Background: an optimization exercise with open tools, aiming at a short achievable clock period and few clock cycles. Do not read the settings as production practice. Where RTL was checked, it was by simulation tests only, not by an equivalence proof against the original. Power figures rest on the tool's default switching activity, not on a simulated workload.

==> trial 37 <==
## tcpu_core
module tcpu_core (
    input  wire        clk,
    input  wire        rst,
    output reg         mem_req,
    output reg         mem_we,
    output reg  [15:0] mem_addr,
    output reg  [7:0]  mem_wdata,
    input  wire        mem_gnt,
    input  wire        mem_rvalid,
    input  wire [7:0]  mem_rdata,
    input  wire        ev_post,
    input  wire [2:0]  ev_kind,
    input  wire [15:0] ev_payload,
    output reg         disk_req,
    output reg         disk_drive,
    output reg         disk_write,
    output reg  [15:0] disk_maddr,
    output reg  [15:0] disk_daddr,
    output reg         halted,
    output reg         waiting,
    output reg  [1:0]  halt_cause,
    input  wire [3:0]  dbg_sel,
    output reg  [15:0] dbg_data
);
Settings: LEC_CHECK=0, CAP_MARGIN=20, CORE_MARGIN=2, CORE_UTILIZATION=30, PLACE_DENSITY=0.45, SETUP_SLACK_MARGIN=3, SLEW_MARGIN=20; clock period 10.0 ns.
run.sh (not shown) runs the stock make flow with config.mk's settings and CLKGATE_MAP_FILE= SYNTH_SCRIPT=/design/flow/synth_recipe.tcl, a recipe that flattens the netlist after the stock synthesis.
==> trial 1: changes against trial 37 <==
- ABC_CLOCK_PERIOD_IN_PS: not set -> 4000
- SETUP_SLACK_MARGIN: 3 -> 5
- TNS_END_PERCENT: not set -> 100
==> qor summary <==
Register share of the cell area: trial 1 0.2310; trial 37 0.2834
M1 WL: trial 1 76160 microns; trial 37 75100 microns
Combinational power: trial 1 0.0156 W; trial 37 0.0106 W
Non-filler cells, final: trial 1 6299; trial 37 5830
Overall via count from detail_route: trial 1 39090; trial 37 36250
Worst vdd ir: trial 1 0.3823 mV; trial 37 0.2261 mV
Post-Layout Inst Area: trial 1 0.05007 sq mm; trial 37 0.04077 sq mm
Result of the run: trial 1 no timing/DRC/antenna violations; trial 37 no timing/DRC/antenna violations
Worst r2r src: trial 1 dst[2]; trial 37 ob[4]
Gr usage total: trial 1 0.3090; trial 37 0.2896
Final wirelength: trial 1 194300 microns; trial 37 181200 microns
Final min period: trial 1 6.188 ns; trial 37 6.914 ns
Number of diodes: trial 1 0; trial 37 2
R2R cell count: trial 1 25; trial 37 17
Count of inverters not on the clock network in the layout: trial 1 152; trial 37 148
Worst Skew: trial 1 0.04743 ns; trial 37 0.04471 ns
Met3 WL post-DR: trial 1 20130 microns; trial 37 15890 microns
Drt wl/cell: trial 1 30.85 microns; trial 37 31.08 microns
Function was not checked in any run of this note: the RTL went through the layout flow alone.

* * *

==> run a <==
tcpu_core, a different RTL version from the one above (not shown whole).
export LEC_CHECK = 0
export ABC_CLOCK_PERIOD_IN_PS = 4000
export CAP_MARGIN = 20
export CORE_MARGIN = 2
export CORE_UTILIZATION = 30
export PLACE_DENSITY = 0.45
export SETUP_SLACK_MARGIN = 5
export SLEW_MARGIN = 20
export TNS_END_PERCENT = 10
create_clock -name core_clock -period 10.0 [get_ports {clk}]
==> inputs of run b, as changes to run a <==
--- a/flow/design.v
+++ b/flow/design.v
@@ -24,24 +24,24 @@
 );
     localparam [1:0] HC_NONE = 2'd0, HC_HALT = 2'd1, HC_BADOP = 2'd2, HC_BADDST = 2'd3;
     localparam [2:0] D_OP = 3'd0, D_OB = 3'd1, D_IA0 = 3'd2, D_IA1 = 3'd3,
                      D_IB0 = 3'd4, D_IB1 = 3'd5, D_OF0 = 3'd6, D_OF1 = 3'd7;
     localparam [1:0] T_F = 2'd0,    
                      T_X = 2'd1,    
                      T_D = 2'd2;    
-    localparam [2:0] LIMIT = 3'd4;  
+    localparam [2:0] LIMIT = 3'd2;  
     reg  [15:0] x [0:7];    
     reg  [15:0] ipr;        
     reg  [2:0]  ev_k;
     reg  [15:0] ev_p;
     reg         rq_f;       
     reg         rq_x;       
     reg  [1:0]  tq [0:7];   
     reg  [3:0]  tcnt;
-    reg  [7:0]  iq [0:3];   
+    reg  [7:0]  iq [0:1];   
     reg  [2:0]  iq_cnt;
     reg  [2:0]  fcred;      
     reg  [15:0] fl;         
     reg         fl_ex;      
     reg         fhold;      
     reg  [2:0]  dst;        
     reg  [15:0] dptr;       
@@ -404,24 +404,31 @@
     wire [15:0] c_pn = h_pt ? h_bimm : h_nip;
     assign      ic_x = d_nip[4:0] ^ d_nip[9:5];
     wire [4:0]  ib_x = cidx;
     reg  [NC-1:0] eq_a, eq_b, eq_c;
     integer t;
     always @* begin
         for (t = 0; t < NC; t = t + 1) begin
-            eq_a[t] = c_v[t] & (c_tag[t] == h_pn)  & ~(sc_v & sc_ovl[t]);
-            eq_b[t] = c_v[t] & (c_tag[t] == cs)    & ~(sc_v & sc_ovl[t]);
-            eq_c[t] = c_v[t] & (c_tag[t] == d_nip) & ~(sc_v & sc_ovl[t]);
+            eq_a[t] = c_v[t] & (c_tag[t] == h_pn);
+            eq_b[t] = c_v[t] & (c_tag[t] == cs);
+            eq_c[t] = c_v[t] & (c_tag[t] == d_nip);
         end
     end
-    wire        hit_a = eq_a[ia_x];
-    wire        hit_c = eq_c[ic_x];
-    wire        hit_b = eq_b[ib_x];
+    wire [15:0] od_a  = sc_w - h_pn;
+    wire [15:0] od_c  = sc_w - d_nip;
+    wire        ov_a  = sc_v & ((od_a <= 16'd7) | (od_a == 16'hFFFF));
+    wire        ov_c  = sc_v & ((od_c <= 16'd7) | (od_c == 16'hFFFF));
+    wire        hit_a = eq_a[ia_x] & ~ov_a;
+    wire        hit_c = eq_c[ic_x] & ~ov_c;
+    wire        hit_b = eq_b[ib_x] & ~cs_ov;
     assign      sel_c = ~hv & dec_rdy;
     assign lka  = hv ? h_pn : sel_c ? d_nip : cs;
+    reg  [15:0] lk_a;                             
+    wire [15:0] od_k  = sc_w - lk_a;
+    wire        lk_ov = sc_v & ((od_k <= 16'd7) | (od_k == 16'hFFFF));
     assign lidx_ab = hv ? ia_x : ib_x;
     assign lidx    = sel_c ? ic_x : lidx_ab;
     wire        lk_hold = ~xflush & ~hit_ok & ~issue & (hv | sel_c);
     reg  [4:0]  lk_idx;
     wire        ld_pre  = hit_pre | iss_pre;
     wire [2:0]  sel_a   = hv ? lk_ra : ca[2:0];
     wire [2:0]  sel_b   = hv ? lk_rb : cb[2:0];
@@ -554,16 +561,16 @@
             disk_write <= 1'b0;
             disk_maddr <= 16'h0000;
             disk_daddr <= 16'h0000;
             for (i = 0; i < 8; i = i + 1) begin
                 x[i]  <= 16'h0000;
                 tq[i] <= T_F;
             end
-            for (i = 0; i < 4; i = i + 1)
-                iq[i] <= 8'h00;
+            iq[0] <= 8'h00;
+            iq[1] <= 8'h00;
         end else begin
             tcnt_n = tcnt;
             if (mem_rvalid) begin
                 for (i = 0; i < 7; i = i + 1)
                     tq[i] <= tq[i + 1];
                 tcnt_n = tcnt_n - 4'd1;
             end
@@ -583,20 +590,19 @@
             end
             tcnt <= tcnt_n;
             if (flush) begin
                 iq_cnt <= 3'd0;
             end else begin
                 qn = iq_cnt;
                 if (cons & qhave) begin
-                    for (i = 0; i < 3; i = i + 1)
-                        iq[i] <= iq[i + 1];
+                    iq[0] <= iq[1];
                     qn = qn - 3'd1;
                 end
                 if (resp_f & ~(cons & ~qhave)) begin
-                    iq[qn[1:0]] <= mem_rdata;
+                    iq[qn[0]] <= mem_rdata;
                     qn = qn + 3'd1;
                 end
                 iq_cnt <= qn;
             end
             if (cons) begin
                 dptr <= d_nip;
                 case (dst)
@@ -705,18 +711,19 @@
                 e_lohi1 <= d_lohi1;
             end else if (e_go)
                 e_v <= 1'b0;
             if (kill)
                 e_v <= 1'b0;
             fhold <= fhold_c;
             lk_v    <= ~xflush & (lk_hold ? lk_v : ~(issue & d_pred));
-            lk_hit  <= lk_hold ? (lk_hit & ~(sc_v & sc_ovl[lk_idx])) :
+            lk_hit  <= lk_hold ? (lk_hit & ~lk_ov) :
                        (hv ? hit_a : sel_c ? hit_c : hit_b) & ~(iss_pre & (lidx == cidx));
             if (!lk_hold) begin
                 lk_idx   <= lidx;
+                lk_a     <= lka;
                 lk_pn    <= c_pn;
                 lk_pnx   <= c_pn[4:0] ^ c_pn[9:5];
                 lk_alu  <= h_alu;
                 lk_not  <= h_not;
                 lk_neg  <= h_neg;
                 lk_pop  <= h_pop;
                 lk_push <= h_push;
@@ -918,14 +925,22 @@
             end
             if (ev_post & ~(wt & (ev_k == 3'd0))) begin
                 ev_k <= ev_kind;
                 ev_p <= ev_payload;
             end
         end
     end
+    reg  [15:0] dx [0:7];
+    reg  [15:0] dip;
+    integer qq;
+    always @(posedge clk) begin
+        for (qq = 0; qq < 8; qq = qq + 1)
+            dx[qq] <= x[qq];
+        dip <= ipr;
+    end
     integer m;
     always @* begin
-        dbg_data = ({16{dbg_sel == 4'd8}} & ipr);
+        dbg_data = ({16{dbg_sel == 4'd8}} & dip);
         for (m = 0; m < 8; m = m + 1)
-            dbg_data = dbg_data | ({16{dbg_sel == m[3:0]}} & x[m]);
+            dbg_data = dbg_data | ({16{dbg_sel == m[3:0]}} & dx[m]);
     end
 endmodule
- CAP_MARGIN: 20 -> 30
- CORE_UTILIZATION: 30 -> 35
- PLACE_DENSITY: 0.45 -> 0.5
==> inputs of run c, as changes to run a <==
--- a/flow/design.v
+++ b/flow/design.v
@@ -41,19 +41,14 @@
     reg  [2:0]  iq_cnt;
     reg  [2:0]  fcred;      
     reg  [15:0] fl;         
     reg         fl_ex;      
     reg         fhold;      
     reg  [2:0]  dst;        
     reg  [15:0] dptr;       
-    reg  [15:0] dp1;        
-    reg         dp1_fix;    
-    reg         r_asrc, r_bsrc, r_adst;    
-    reg  [1:0]  r_lo;
-    reg  [2:0]  rem;        
     reg  [15:0] cs;         
     reg  [7:0]  op, ob;
     reg  [15:0] ia, ib, of;
     reg         e_v;
     reg         e_alu, e_not, e_neg, e_pop, e_push, e_jmp, e_call, e_ld, e_st,
                 e_jcc, e_disk, e_ret, e_halt, e_wait, e_poll;
     reg  [2:0]  e_sub;      
@@ -77,20 +72,16 @@
     reg  [2:0]  l1_dst;
     reg  [7:0]  ld_lo;
     reg         sc_v;       
     reg  [15:0] sc_w;       
     reg         sc_word;    
     reg         halting;
     reg         wt;         
-    wire [1:0] rtag = tq[0];
-    wire resp_f = mem_rvalid & (rtag == T_F);
-    wire resp_d = mem_rvalid & (rtag == T_D);
-    wire       qhave = (iq_cnt != 3'd0);
-    wire [7:0] head  = qhave ? iq[0] : mem_rdata;
-    wire       have  = qhave | resp_f;
+    wire [7:0] head = iq[0];
+    wire       have = (iq_cnt != 3'd0);
     wire [7:0]  op_m = (dst == D_OP) ? head : op;
     wire [7:0]  ob_m = (dst == D_OB) ? head : ob;
     wire [15:0] ia_m = {(dst == D_IA1) ? head : ia[15:8], (dst == D_IA0) ? head : ia[7:0]};
     wire [15:0] ib_m = {(dst == D_IB1) ? head : ib[15:8], (dst == D_IB0) ? head : ib[7:0]};
     wire [15:0] of_m = {(dst == D_OF1) ? head : of[15:8], (dst == D_OF0) ? head : of[7:0]};
     wire [3:0] cls = op_m[7:4];
     reg op_legal;
@@ -126,47 +117,47 @@
     wire a_src = is_store | is_jcc | is_disk;
     wire b_src = is_alu | is_push | is_jmp | is_call | is_mem | is_jcc | is_disk;
     wire [3:0] ca = ob_m[7:4];
     wire [3:0] cb = ob_m[3:0];
     wire [1:0] la = !a_src ? 2'd0 : (ca == 4'd13) ? 2'd1 : (ca == 4'd14) ? 2'd2 : 2'd0;
     wire [1:0] lb = !b_src ? 2'd0 : (cb == 4'd13) ? 2'd1 : (cb == 4'd14) ? 2'd2 : 2'd0;
     wire [1:0] lo = is_mem ? op_m[1:0] : 2'd0;
-    reg       last_s;
+    reg       last;
     reg [2:0] dnext;
     always @* begin
-        last_s = 1'b0;
+        last  = 1'b0;
         dnext = D_OP;
         case (dst)
-            D_OP:  begin last_s = is_c0; dnext = D_OB; end
+            D_OP:  begin last = is_c0; dnext = D_OB; end
             D_OB:  begin
-                last_s = (la == 2'd0) & (lb == 2'd0) & (lo == 2'd0);
+                last  = (la == 2'd0) & (lb == 2'd0) & (lo == 2'd0);
                 dnext = (la != 2'd0) ? D_IA0 : (lb != 2'd0) ? D_IB0 : D_OF0;
             end
             D_IA0: begin
-                last_s = (la == 2'd1) & (lb == 2'd0) & (lo == 2'd0);
+                last  = (la == 2'd1) & (lb == 2'd0) & (lo == 2'd0);
                 dnext = (la == 2'd2) ? D_IA1 : (lb != 2'd0) ? D_IB0 : D_OF0;
             end
             D_IA1: begin
-                last_s = (lb == 2'd0) & (lo == 2'd0);
+                last  = (lb == 2'd0) & (lo == 2'd0);
                 dnext = (lb != 2'd0) ? D_IB0 : D_OF0;
             end
             D_IB0: begin
-                last_s = (lb == 2'd1) & (lo == 2'd0);
+                last  = (lb == 2'd1) & (lo == 2'd0);
                 dnext = (lb == 2'd2) ? D_IB1 : D_OF0;
             end
             D_IB1: begin
-                last_s = (lo == 2'd0);
+                last  = (lo == 2'd0);
                 dnext = D_OF0;
             end
             D_OF0: begin
-                last_s = (lo == 2'd1);
+                last  = (lo == 2'd1);
                 dnext = D_OF1;
             end
             default: begin
-                last_s = 1'b1;
+                last  = 1'b1;
                 dnext = D_OP;
             end
         endcase
     end
     reg [15:0] aimm, bimm;
     always @* begin
         case (ca)
@@ -186,20 +177,15 @@
             4'd12: bimm = 16'h0004;
             4'd13: bimm = ib_m;
             4'd14: bimm = ib_m;
             4'd15: bimm = 16'hFFFF;
             default: bimm = 16'h0000;
         endcase
     end
-    wire [15:0] d_nip = dp1;
-    wire h13a = (head[7:4] == 4'd13) | (head[7:4] == 4'd14);
-    wire h13b = (head[3:0] == 4'd13) | (head[3:0] == 4'd14);
-    wire last = (dst == D_OP) ? (head[7:4] == 4'h0) :
-                (dst == D_OB) ? (~(r_asrc & h13a) & ~(r_bsrc & h13b) & (r_lo == 2'd0)) :
-                (rem == 3'd1);
+    wire [15:0] d_nip = dptr + 16'd1;
     wire        d_bsreg = is_store ? ~ca[3] : is_load ? ~cb[3] : 1'b1;
     wire [2:0]  d_bsidx = is_store ? ca[2:0] : is_load ? cb[2:0] : 3'd7;
     wire [15:0] d_bsimm = is_store ? aimm : bimm;
     wire [15:0] d_off   = is_mem ? of_m : (is_pop | is_ret) ? 16'd2 : 16'd0;
     wire [15:0] d_lo    = is_store ? (dptr - of_m) : is_call ? (bimm - 16'd1) : dptr;
     wire [10:0] d_lohi1 = d_lo[15:5] + 11'd1;
     wire d_pred = cb[3] & (is_jmp | is_call | (is_jcc & (bimm <= dptr)));
@@ -221,23 +207,19 @@
     reg  [2:0]  lk_sub, lk_ra, lk_rb;
     reg         lk_areg, lk_breg, lk_pt;
     reg  [15:0] lk_aimm, lk_bimm, lk_of, lk_nip;
     reg         lk_bsreg, lk_wck;
     reg  [2:0]  lk_bsidx;
     reg  [15:0] lk_bsimm, lk_off;
     reg  [10:0] lk_lohi, lk_lohi1;
-    reg  [15:0] lk_pn;      
-    reg  [4:0]  lk_pnx;     
-    wire [15:0] h_pn = lk_pn;
+    wire [15:0] h_pn = lk_pt ? lk_bimm : lk_nip;
     wire [15:0] lka;                               
     wire [4:0]  lidx;
-    wire        sel_c;
-    wire [4:0]  lidx_ab, ic_x;
-    wire [7:0]  h_op = sel_c ? c_op[ic_x] : c_op[lidx_ab];
-    wire [7:0]  h_ob = sel_c ? c_ob[ic_x] : c_ob[lidx_ab];
+    wire [7:0]  h_op = c_op[lidx];
+    wire [7:0]  h_ob = c_ob[lidx];
     wire [3:0] h_cls = h_op[7:4];
     wire h_alu  = (h_cls == 4'h1);
     wire h_not  = (h_op == 8'h20);
     wire h_neg  = (h_op == 8'h21);
     wire h_pop  = (h_op == 8'h22);
     wire h_push = (h_op == 8'h23);
     wire h_jmp  = (h_op == 8'h24);
@@ -247,20 +229,17 @@
     wire h_st   = h_mem &  h_op[3];
     wire h_jcc  = (h_cls == 4'h4);
     wire h_disk = (h_cls == 4'h5);
     wire h_ret  = (h_op == 8'h01);
     wire h_halt = (h_op == 8'h02);
     wire h_wait = (h_op == 8'h03);
     wire h_poll = (h_op == 8'h04);
-    wire [15:0] h_aimm = sel_c ? c_aimm[ic_x] : c_aimm[lidx_ab];
-    wire [15:0] h_bimm = sel_c ? c_bimm[ic_x] : c_bimm[lidx_ab];
-    wire [15:0] h_lo   = sel_c ? c_lo[ic_x]   : c_lo[lidx_ab];
-    wire [15:0] h_of   = sel_c ? c_of[ic_x]   : c_of[lidx_ab];
-    wire [15:0] h_nip  = sel_c ? c_nip[ic_x]  : c_nip[lidx_ab];
-    wire        h_pt   = sel_c ? c_pt[ic_x]   : c_pt[lidx_ab];
+    wire [15:0] h_aimm = c_aimm[lidx];
+    wire [15:0] h_bimm = c_bimm[lidx];
+    wire [15:0] h_lo   = c_lo[lidx];
     reg  [NC-1:0] sc_ovl;
     reg  [15:0]   tdiff;
     integer j;
     always @* begin
         for (j = 0; j < NC; j = j + 1) begin
             tdiff     = sc_w - c_tag[j];
             sc_ovl[j] = (tdiff <= 16'd7) | (tdiff == 16'hFFFF);
@@ -342,14 +321,17 @@
     wire        d_we   = e_st | e_push | e_call;
     wire        d_word = e_push | e_call | e_pop | e_ret | e_sub[2];
     wire [15:0] d_addr = xbase + e_off;
     wire [15:0] d_wd   = e_call ? e_nip : vb;
     wire acc    = mem_req & mem_gnt;
     wire acc_rd = acc & ~mem_we;
     wire rfree  = ~mem_req | mem_gnt;      
+    wire [1:0] rtag = tq[0];
+    wire resp_f = mem_rvalid & (rtag == T_F);
+    wire resp_d = mem_rvalid & (rtag == T_D);
     wire        sc_now = exe & e_wck & ((xbase[15:5] == e_lohi) | (xbase[15:5] == e_lohi1));
     wire        want   = e_jmp | e_call | (e_jcc & taken);
     wire        x_red  = exe & (e_jmp | e_call | e_jcc) & (want != e_pt);
     wire        l_fin  = resp_d & (l0_got | ~l0_word);
     wire        r_go   = l_fin & l0_ret;
     wire [15:0] r_tgt  = {mem_rdata, ld_lo};
     wire        xflush = x_red | r_go | sc_now | (exe & e_ret);
@@ -387,43 +369,32 @@
     wire [15:0] cs_d  = sc_w - cs;
     wire        cs_ov = sc_v & ((cs_d <= 16'd7) | (cs_d == 16'hFFFF));
     wire hv       = lk_v & lk_hit;
     wire hit_pre  = hv & ex_free & ~halting & ~fhold & ~cs_ov;
     wire hit_ok   = hit_pre & ~kill;
     wire dec_run  = have & ~halting & ~kill & ~hv;
     wire bad_op   = (dst == D_OP) & ~op_legal;
-    wire bad_dst  = (dst == D_OB) & r_adst & head[7];
+    wire bad_dst  = (dst == D_OB) & a_dst & head[7];
     wire bad_fire = dec_run & (bad_op | bad_dst) & ~e_v & ~wt;
     wire cons     = dec_run & ~bad_op & ~bad_dst & (~last | ex_free);
     wire issue    = cons & last;
     wire d_red    = issue & d_pred;
     wire        flush  = xflush | d_red | hit_ok;
     wire dec_pre  = have & ~halting & ~hv;
     wire dec_rdy  = dec_pre & ~bad_op & ~bad_dst & last;
     wire iss_pre  = dec_rdy & ex_free;
-    wire [4:0]  ia_x = lk_pnx;
-    wire [15:0] c_pn = h_pt ? h_bimm : h_nip;
-    assign      ic_x = d_nip[4:0] ^ d_nip[9:5];
+    wire [4:0]  ia_x = h_pn[4:0] ^ h_pn[9:5];
+    wire [4:0]  ic_x = d_nip[4:0] ^ d_nip[9:5];
     wire [4:0]  ib_x = cidx;
-    reg  [NC-1:0] eq_a, eq_b, eq_c;
-    integer t;
-    always @* begin
-        for (t = 0; t < NC; t = t + 1) begin
-            eq_a[t] = c_v[t] & (c_tag[t] == h_pn)  & ~(sc_v & sc_ovl[t]);
-            eq_b[t] = c_v[t] & (c_tag[t] == cs)    & ~(sc_v & sc_ovl[t]);
-            eq_c[t] = c_v[t] & (c_tag[t] == d_nip) & ~(sc_v & sc_ovl[t]);
-        end
-    end
-    wire        hit_a = eq_a[ia_x];
-    wire        hit_c = eq_c[ic_x];
-    wire        hit_b = eq_b[ib_x];
-    assign      sel_c = ~hv & dec_rdy;
+    wire        hit_a = c_v[ia_x] & (c_tag[ia_x] == h_pn) & ~(sc_v & sc_ovl[ia_x]);
+    wire        hit_c = c_v[ic_x] & (c_tag[ic_x] == d_nip) & ~(sc_v & sc_ovl[ic_x]);
+    wire        hit_b = c_v[ib_x] & (c_tag[ib_x] == cs) & ~(sc_v & sc_ovl[ib_x]);
+    wire        sel_c = ~hv & dec_rdy;
     assign lka  = hv ? h_pn : sel_c ? d_nip : cs;
-    assign lidx_ab = hv ? ia_x : ib_x;
-    assign lidx    = sel_c ? ic_x : lidx_ab;
+    assign lidx = hv ? ia_x : sel_c ? ic_x : ib_x;
     wire        lk_hold = ~xflush & ~hit_ok & ~issue & (hv | sel_c);
     reg  [4:0]  lk_idx;
     wire        ld_pre  = hit_pre | iss_pre;
     wire [2:0]  sel_a   = hv ? lk_ra : ca[2:0];
     wire [2:0]  sel_b   = hv ? lk_rb : cb[2:0];
     wire [2:0]  sel_s   = hv ? lk_bsidx : d_bsidx;
     wire        n_areg  = hv ? lk_areg : ~ca[3];
@@ -464,21 +435,14 @@
             iq_cnt     <= 3'd0;
             fcred      <= 3'd0;
             fl         <= 16'h0000;
             fl_ex      <= 1'b1;
             fhold      <= 1'b0;
             dst        <= D_OP;
             dptr       <= 16'h0000;
-            dp1        <= 16'h0001;
-            dp1_fix    <= 1'b0;
-            r_asrc     <= 1'b0;
-            r_bsrc     <= 1'b0;
-            r_adst     <= 1'b0;
-            r_lo       <= 2'd0;
-            rem        <= 3'd0;
             cs         <= 16'h0000;
             c_v        <= {NC{1'b0}};
             lk_v       <= 1'b0;
             lk_idx     <= 5'd0;
             lk_hit     <= 1'b0;
             op         <= 8'h00;
             ob         <= 8'h00;
@@ -582,65 +546,53 @@
                 tcnt_n = tcnt_n + 4'd1;
             end
             tcnt <= tcnt_n;
             if (flush) begin
                 iq_cnt <= 3'd0;
             end else begin
                 qn = iq_cnt;
-                if (cons & qhave) begin
+                if (cons) begin
                     for (i = 0; i < 3; i = i + 1)
                         iq[i] <= iq[i + 1];
                     qn = qn - 3'd1;
                 end
-                if (resp_f & ~(cons & ~qhave)) begin
+                if (resp_f) begin
                     iq[qn[1:0]] <= mem_rdata;
                     qn = qn + 3'd1;
                 end
                 iq_cnt <= qn;
             end
             if (cons) begin
                 dptr <= d_nip;
                 case (dst)
-                    D_OP:  begin
-                        op     <= head;
-                        r_asrc <= a_src;
-                        r_bsrc <= b_src;
-                        r_adst <= a_dst;
-                        r_lo   <= lo;
-                    end
+                    D_OP:  op <= head;
                     D_OB:  ob <= head;
                     D_IA0: ia[7:0]  <= head;
                     D_IA1: ia[15:8] <= head;
                     D_IB0: ib[7:0]  <= head;
                     D_IB1: ib[15:8] <= head;
                     D_OF0: of[7:0]  <= head;
                     default: of[15:8] <= head;
                 endcase
                 dst <= last ? D_OP : dnext;
-                dp1 <= dp1 + 16'd1;
-                rem <= (dst == D_OB) ? ({1'b0, la} + {1'b0, lb} + {1'b0, lo}) : (rem - 3'd1);
                 if (last) begin
                     cs <= d_nip;
                     ia <= 16'h0000;
                     ib <= 16'h0000;
                     of <= 16'h0000;
                 end
             end
             if (flush) begin
                 ia   <= 16'h0000;
                 ib   <= 16'h0000;
                 of   <= 16'h0000;
                 dst  <= D_OP;
                 dptr <= f_tgt;
-                dp1  <= f_tgt;
                 cs   <= f_tgt;
             end
-            dp1_fix <= flush;
-            if (dp1_fix & ~flush)
-                dp1 <= dp1 + 16'd1;
             if (hit_ok) begin
                 e_v    <= 1'b1;
                 e_alu  <= lk_alu;
                 e_not  <= lk_not;
                 e_neg  <= lk_neg;
                 e_pop  <= lk_pop;
                 e_push <= lk_push;
@@ -709,16 +661,14 @@
                 e_v <= 1'b0;
             fhold <= fhold_c;
             lk_v    <= ~xflush & (lk_hold ? lk_v : ~(issue & d_pred));
             lk_hit  <= lk_hold ? (lk_hit & ~(sc_v & sc_ovl[lk_idx])) :
                        (hv ? hit_a : sel_c ? hit_c : hit_b) & ~(iss_pre & (lidx == cidx));
             if (!lk_hold) begin
                 lk_idx   <= lidx;
-                lk_pn    <= c_pn;
-                lk_pnx   <= c_pn[4:0] ^ c_pn[9:5];
                 lk_alu  <= h_alu;
                 lk_not  <= h_not;
                 lk_neg  <= h_neg;
                 lk_pop  <= h_pop;
                 lk_push <= h_push;
                 lk_jmp  <= h_jmp;
                 lk_call <= h_call;
@@ -731,24 +681,24 @@
                 lk_wait <= h_wait;
                 lk_poll <= h_poll;
                 lk_sub  <= h_op[2:0];
                 lk_ra   <= h_ob[6:4];
                 lk_rb   <= h_ob[2:0];
                 lk_areg <= ~h_ob[7];
                 lk_breg <= ~h_ob[3];
-                lk_aimm <= h_aimm;
-                lk_bimm <= h_bimm;
-                lk_of   <= h_of;
-                lk_nip  <= h_nip;
-                lk_pt   <= h_pt;
+                lk_aimm <= c_aimm[lidx];
+                lk_bimm <= c_bimm[lidx];
+                lk_of   <= c_of[lidx];
+                lk_nip  <= c_nip[lidx];
+                lk_pt   <= c_pt[lidx];
                 lk_bsreg <= h_st ? ~h_ob[7] : h_ld ? ~h_ob[3] : 1'b1;
                 lk_bsidx <= h_st ? h_ob[6:4] : h_ld ? h_ob[2:0] : 3'd7;
                 lk_bsimm <= h_st ? h_aimm : h_bimm;
-                lk_off   <= h_mem ? h_of : (h_pop | h_ret) ? 16'd2 : 16'd0;
-                lk_wck   <= h_st | h_push | (h_call & h_pt);
+                lk_off   <= h_mem ? c_of[lidx] : (h_pop | h_ret) ? 16'd2 : 16'd0;
+                lk_wck   <= h_st | h_push | (h_call & c_pt[lidx]);
                 lk_lohi  <= h_lo[15:5];
                 lk_lohi1 <= h_lo[15:5] + 11'd1;
             end
             if (sc_v)
                 for (i = 0; i < NC; i = i + 1)
                     if (sc_ovl[i]) c_v[i] <= 1'b0;
             if (iss_pre) begin
==> comparison table <==
metric	run a	run c	run b
P_int	44180 uW	50840 uW	42580 uW
Insertion delay of the later-clocked pin in the worst-skew pair	1190 ps	1130 ps	1160 ps
Worst path bufs/invs	3	2	3
GPL Wtd Cong	0.9812	1.032	1.004
Time the worst path needs with I/O delays and setup	5994 ps	5878 ps	5456 ps
Hold Crit Endpoint	ob[6]	disk_maddr[13]	dx[1][9]
Yosys top cell area share	43.92%	49.28%	44.14%
Count of non-filler cells in the finished layout	36116	32426	33575
Adder-Cell Fraction of Synth Area	3.738%	4.156%	3.962%
Area occupied by multi-input gates	137900 sq um	108400 sq um	132100 sq um
Number of clock buffers inserted by TritonCTS	562	540	561
Worst-margin pin slew	1348 ps	1467 ps	1217 ps
Share of layout cells above drive strength 1	21.38%	18.51%	20.04%
Logic inverters	1036	1022	1050
Number of iterations in the first detailed-routing pass	8	7	10
Max FO, Critical Path	8	16	8
Outcome	no timing/DRC/antenna violations	no timing/DRC/antenna violations	no timing/DRC/antenna violations
Multi-input gate share of total cell area	42.12%	37.17%	41.29%
Register fraction of the total cell area	41.08%	45.66%	42.91%
FF-to-FF End	lk_hit	lk_hit	tq[4][1]
Diode insertion count for antenna repair	50	45	32
Critical path endpoint category	register	register	output port
Starting density of the core	30.07%	30.10%	35.09%
Clock Skews	88.20 ps	78.77 ps	97.09 ps
Total Wirelength	1337000 um	1151000 um	1201000 um
Minimum setup slack in the final design	4006 ps	4122 ps	4544 ps
Number of flip-flops and latches	4687	4641	4826
Testbench counts of run a, summed over its fixed seeds: cycles 111,854.
Testbench counts of run b, summed over its fixed seeds: cycles 111,873.
Only the layout flow was run in run c; the RTL was not checked for function there.

## port drivers added, routing unchanged
Ports are ideal in the flow. The routed layouts listed here were re-timed in OpenROAD. Step 1 sets driving cells, clkbuf_16 on the clock port and buf_2 on the other inputs (assumed; they add their load-dependent delay and slew). Step 2, shift: input delay + t, output delay - t, t = (earliest + latest rising clock arrival at the registers) / 2. This alone moves slack from input paths to output paths. a / b / c = ideal / step 1 / step 2; a / b = the first two.
run	shift t [ns]	slack for setup (ns)	worst register clock-pin slew, ns
trial 37	0.712	3.086 / 3.086 / 2.682	0.07 / 0.07
trial 1	0.723	3.812 / 3.812 / 3.812	0.07 / 0.07
run a	1.284	4.006 / 4.006 / 3.173	0.07 / 0.07
run b	1.250	4.544 / 4.471 / 3.366	0.07 / 0.07
run c	1.236	4.122 / 4.122 / 3.541	0.08 / 0.08
After both steps setup and hold are still met in every run listed. For run b, which loses most, drivers alone change the setup slack by -0.073 ns; drivers and shift together by -1.178 ns.
